Background: an optimization exercise with open tools, aiming at small area. Do not read the settings as production practice. Only simulation tests tie the RTL to the original design; equivalence was not proved. Power and IR drop assume default switching activity.

alpha:
// ibus_mixer
module ibus_mixer #(
    parameter [15:0] DUTY_MAX = 16'd500
) (
    input  wire        clk,
    input  wire        rst,
    input  wire        in_valid,
    input  wire [7:0]  in_byte,
    input  wire        tick,
    output wire [15:0] ch0,
    output wire [15:0] ch1,
    output wire [15:0] ch2,
    output wire [15:0] ch3,
    output wire [15:0] ch4,
    output wire [15:0] ch5,
    output wire [15:0] a_speed,
    output wire [15:0] b_speed,
    output wire        a_dir,
    output wire        b_dir
);
Size in the first run: ~230 flip-flops, roughly 140 I/O pins, roughly 9000 um^2 of cells after synthesis.
==> module mixer_core, before the edit <==
module mixer_core (
    input  wire [15:0] steer,
    input  wire [15:0] throttle,
    output wire [8:0]  red,
    output wire [8:0]  full,
    output wire        a_red,
    output wire        a_full,
    output wire        b_red,
    output wire        b_full
);
    wire steer_right = (steer >= 16'd1510);
    wire steer_left  = (steer <= 16'd1490);
    wire [8:0] bsum = steer[7:0] + steer[15:8];
    wire [5:0] nsum = bsum[3:0] + bsum[7:4] + bsum[8];
    reg  [2:0] m;
    always @(*) m = nsum % 6'd5;
    reg [17:0] kc;
    always @(*) begin
        case ({steer_left, m})
            4'b0000: kc = 18'd1001;
            4'b0001: kc = 18'd1002;
            4'b0010: kc = 18'd1003;
            4'b0011: kc = 18'd999;
            4'b0100: kc = 18'd1000;
            4'b1000: kc = -18'sd2000;
            4'b1001: kc = -18'sd2001;
            4'b1010: kc = -18'sd2002;
            4'b1011: kc = -18'sd1998;
            4'b1100: kc = -18'sd1999;
            default: kc = 18'bx;
        endcase
    end
    wire [17:0] sx = {2'b00, steer} ^ {18{~steer_left}};    
    wire [17:0] y  = {3'b000, throttle[15:1]} + sx + kc + {17'd0, throttle[0]};
    wire red_ok  = (y[17:9] == 9'd0) && (y[8:0] <= 9'd500);
    wire full_ok = (throttle >= 16'd1000) && (throttle <= 16'd2000);
    wire [8:0] yf = throttle[9:1] + throttle[0] - 9'd500;    
    assign red    = y[8:0];
    assign full   = yf;
    assign a_red  = steer_left && red_ok;
    assign a_full = !steer_left && full_ok;
    assign b_red  = steer_right && red_ok;
    assign b_full = !steer_right && full_ok;
endmodule
==> module drive_mixer, before the edit <==
module drive_mixer (
    input  wire        clk,
    input  wire        rst,
    input  wire        tick,
    input  wire [15:0] steer,
    input  wire [15:0] throttle,
    output reg  [8:0]  a_speed,
    output reg  [8:0]  b_speed
);
    wire [8:0] red, full;
    wire       a_red, a_full, b_red, b_full;
    mixer_core u_core (
        .steer    (steer),
        .throttle (throttle),
        .red      (red),
        .full     (full),
        .a_red    (a_red),
        .a_full   (a_full),
        .b_red    (b_red),
        .b_full   (b_full)
    );
    wire ld   = tick && !rst;
    wire hold = !tick && !rst;
    wire la_r = ld && a_red;
    wire la_f = ld && a_full;
    wire lb_r = ld && b_red;
    wire lb_f = ld && b_full;
    always @(posedge clk) begin
        a_speed <= (red & {9{la_r}}) | (full & {9{la_f}}) | (a_speed & {9{hold}});
        b_speed <= (red & {9{lb_r}}) | (full & {9{lb_f}}) | (b_speed & {9{hold}});
    end
endmodule
==> flow/config.mk <==
export PLATFORM = sky130hd
export DESIGN_NAME = ibus_mixer
export DESIGN_NICKNAME = ibus_mixer
export VERILOG_FILES = /design/flow/design.v
export SDC_FILE = /design/flow/constraint.sdc
export NUM_CORES = 4
export LEC_CHECK = 0
export CAP_MARGIN = 20
export CORE_MARGIN = 2
export CORE_UTILIZATION = 60
export SLEW_MARGIN = 20
==> flow/constraint.sdc <==
create_clock -name core_clock -period 33.0 [get_ports {clk}]
set_input_delay 6.6000 -clock core_clock [delete_from_list [all_inputs] [get_ports {clk}]]
set_output_delay 6.6000 -clock core_clock [all_outputs]
set_load 0.01 [all_outputs]
standard.sh (not shown) runs the stock make flow with config.mk's settings and CLKGATE_MAP_FILE= SYNTH_SCRIPT=/design/flow/synth_recipe.tcl, a recipe that flattens the netlist after the stock synthesis.
==> flow/flow/run.sh <==
#!/bin/bash
# The standard layout (standard.sh) with these changes:
#  - synthesis maps the logic with an area-oriented ABC script
#    (flow/abc_area.script, used through ABC_AREA=1 from a copy of the
#    ORFS scripts folder) and leaves adders to ABC (no ADDER_MAP_FILE);
#    flip-flop mapping is untouched;
#  - ports are buffered with buf_1;
#  - the clock tree uses clkbuf_4 in small clusters, without dummy loads;
#  - the constant outputs share synthesis's single tie cell.
# make's output goes to standard.log; ORFS writes each step's log under orfs/logs.
set -euo pipefail
HERE=$(pwd)
rm -rf "$HERE/scripts_mod"
cp -r "$FLOW_HOME/scripts" "$HERE/scripts_mod"
cp "$HERE/flow/abc_area.script" "$HERE/scripts_mod/abc_area.script"
bash standard.sh \
  "SCRIPTS_DIR=$HERE/scripts_mod" \
  "ABC_AREA=1" \
  "ADDER_MAP_FILE=" \
  "SKIP_REPAIR_TIE_FANOUT=1" \
  "BUFFER_PORTS_ARGS=-buffer_cell sky130_fd_sc_hd__buf_1" \
  "CTS_ARGS=-sink_clustering_enable -repair_clock_nets -dont_use_dummy_load -buf_list sky130_fd_sc_hd__clkbuf_4 -sink_clustering_size 10 -sink_clustering_max_diameter 30" \
  finish > standard.log 2>&1
==> flow/flow/abc_area.script <==
strash
&get -n
&dch -f
&if -a -K 3
&mfs -e -W 20 -L 20
&fx
&st
&put
balance -l
resub -K 6 -l
rewrite -l
resub -K 6 -N 2 -l
refactor -l
resub -K 8 -l
balance -l
resub -K 8 -N 2 -l
rewrite -l
resub -K 10 -l
rewrite -z -l
resub -K 10 -N 2 -l
balance -l
resub -K 12 -l
refactor -z -l
resub -K 12 -N 2 -l
rewrite -z -l
balance -l
&get -n
&dch -f
&if -a -K 4
&mfs -e -W 20 -L 20
&fx
&st
&put
balance -l
resub -K 6 -l
rewrite -l
resub -K 6 -N 2 -l
refactor -l
resub -K 8 -l
balance -l
resub -K 8 -N 2 -l
rewrite -l
resub -K 10 -l
rewrite -z -l
resub -K 10 -N 2 -l
balance -l
resub -K 12 -l
refactor -z -l
resub -K 12 -N 2 -l
rewrite -z -l
balance -l
&get -n
&dch -f
&if -a -K 3
&mfs -e -W 20 -L 20
&fx
&st
&put
balance -l
resub -K 6 -l
rewrite -l
resub -K 6 -N 2 -l
refactor -l
resub -K 8 -l
balance -l
resub -K 8 -N 2 -l
rewrite -l
resub -K 10 -l
rewrite -z -l
resub -K 10 -N 2 -l
balance -l
resub -K 12 -l
refactor -z -l
resub -K 12 -N 2 -l
rewrite -z -l
balance -l
&get -n
&dch -f
&if -a -K 4
&mfs -e -W 20 -L 20
&fx
&st
&put
balance -l
resub -K 6 -l
rewrite -l
resub -K 6 -N 2 -l
refactor -l
resub -K 8 -l
balance -l
resub -K 8 -N 2 -l
rewrite -l
resub -K 10 -l
rewrite -z -l
resub -K 10 -N 2 -l
balance -l
resub -K 12 -l
refactor -z -l
resub -K 12 -N 2 -l
rewrite -z -l
balance -l
&get -n
&st
&dch -f
&nf -p -F 8 -R 1000
&put
topo
Edits applied to the flow inputs when going from alpha to beta:
--- a/flow/design.v
+++ b/flow/design.v
@@ -56,10 +56,6 @@
     input  wire [15:0] steer,
     input  wire [15:0] throttle,
-    output wire [8:0]  red,
-    output wire [8:0]  full,
-    output wire        a_red,
-    output wire        a_full,
-    output wire        b_red,
-    output wire        b_full
+    output wire [8:0]  a_next,
+    output wire [8:0]  b_next
 );
     wire steer_right = (steer >= 16'd1510);
@@ -87,13 +83,11 @@
     wire [17:0] sx = {2'b00, steer} ^ {18{~steer_left}};    
     wire [17:0] y  = {3'b000, throttle[15:1]} + sx + kc + {17'd0, throttle[0]};
-    wire red_ok  = (y[17:9] == 9'd0) && (y[8:0] <= 9'd500);
+    wire red_ok = (y[17:9] == 9'd0) && (y[8:0] <= 9'd500);
+    wire [8:0] red = red_ok ? y[8:0] : 9'd0;
     wire full_ok = (throttle >= 16'd1000) && (throttle <= 16'd2000);
     wire [8:0] yf = throttle[9:1] + throttle[0] - 9'd500;    
-    assign red    = y[8:0];
-    assign full   = yf;
-    assign a_red  = steer_left && red_ok;
-    assign a_full = !steer_left && full_ok;
-    assign b_red  = steer_right && red_ok;
-    assign b_full = !steer_right && full_ok;
+    wire [8:0] full = full_ok ? yf : 9'd0;
+    assign a_next = steer_left  ? red : full;
+    assign b_next = steer_right ? red : full;
 endmodule
 module drive_mixer (
@@ -106,25 +100,19 @@
     output reg  [8:0]  b_speed
 );
-    wire [8:0] red, full;
-    wire       a_red, a_full, b_red, b_full;
+    wire [8:0] a_next, b_next;
     mixer_core u_core (
         .steer    (steer),
         .throttle (throttle),
-        .red      (red),
-        .full     (full),
-        .a_red    (a_red),
-        .a_full   (a_full),
-        .b_red    (b_red),
-        .b_full   (b_full)
+        .a_next   (a_next),
+        .b_next   (b_next)
     );
-    wire ld   = tick && !rst;
-    wire hold = !tick && !rst;
-    wire la_r = ld && a_red;
-    wire la_f = ld && a_full;
-    wire lb_r = ld && b_red;
-    wire lb_f = ld && b_full;
     always @(posedge clk) begin
-        a_speed <= (red & {9{la_r}}) | (full & {9{la_f}}) | (a_speed & {9{hold}});
-        b_speed <= (red & {9{lb_r}}) | (full & {9{lb_f}}) | (b_speed & {9{hold}});
+        if (rst) begin
+            a_speed <= 9'd0;
+            b_speed <= 9'd0;
+        end else if (tick) begin
+            a_speed <= a_next;
+            b_speed <= b_next;
+        end
     end
 endmodule
==> summary.txt <==
- beta | stages: all done | timing, DRC, antenna: all pass
- beta vs alpha — worst hold slack after final layout dropped 3.3 ps.
- Power delta (alpha -> beta): insignificant
- Comparing alpha against beta, there is no change at all in number of enable-type register cells in the synthesized netlist.
- Max net count after synthesis across alpha and beta: beta
- Changes observed in beta relative to alpha: aggregate routed wire length went down by 1.1%, worst IR drop on VDD lost about 0.7%, number of placed instances, taps included went up, final critical path time including I/O delays and setup dropped 180 ps.

[port drivers added, routing unchanged]
The results above use ideal ports. As a check the final layouts listed here were re-extracted and re-timed, cells and wires unchanged. Step 1 (the two cells are an assumption about what drives the block):
set clk [get_ports {clk}]
set_driving_cell -lib_cell sky130_fd_sc_hd__clkbuf_16 $clk
set_driving_cell -lib_cell sky130_fd_sc_hd__buf_2 [delete_from_list [all_inputs] $clk]
Step 2 times the ports against the registers' clock, not the clock port: input delays grow and output delays shrink by t, the midpoint of the rising clock arrivals with the driver on. Slacks: no drivers / after step 1 / after step 2; pairs: no drivers / after step 1.
run	shift t [ns]	setup WS [ns]	clock arrival spread, ns	slew at the worst register clock pin (ns)
alpha	0.630	22.438 / 22.450 / 21.820	0.068 / 0.068	0.10 / 0.10
beta	0.629	22.622 / 22.630 / 22.002	0.063 / 0.063	0.10 / 0.10
After both steps setup and hold are still met in every run listed. For beta, which loses most, drivers alone change the setup slack by +0.008 ns; drivers and shift together by -0.620 ns.
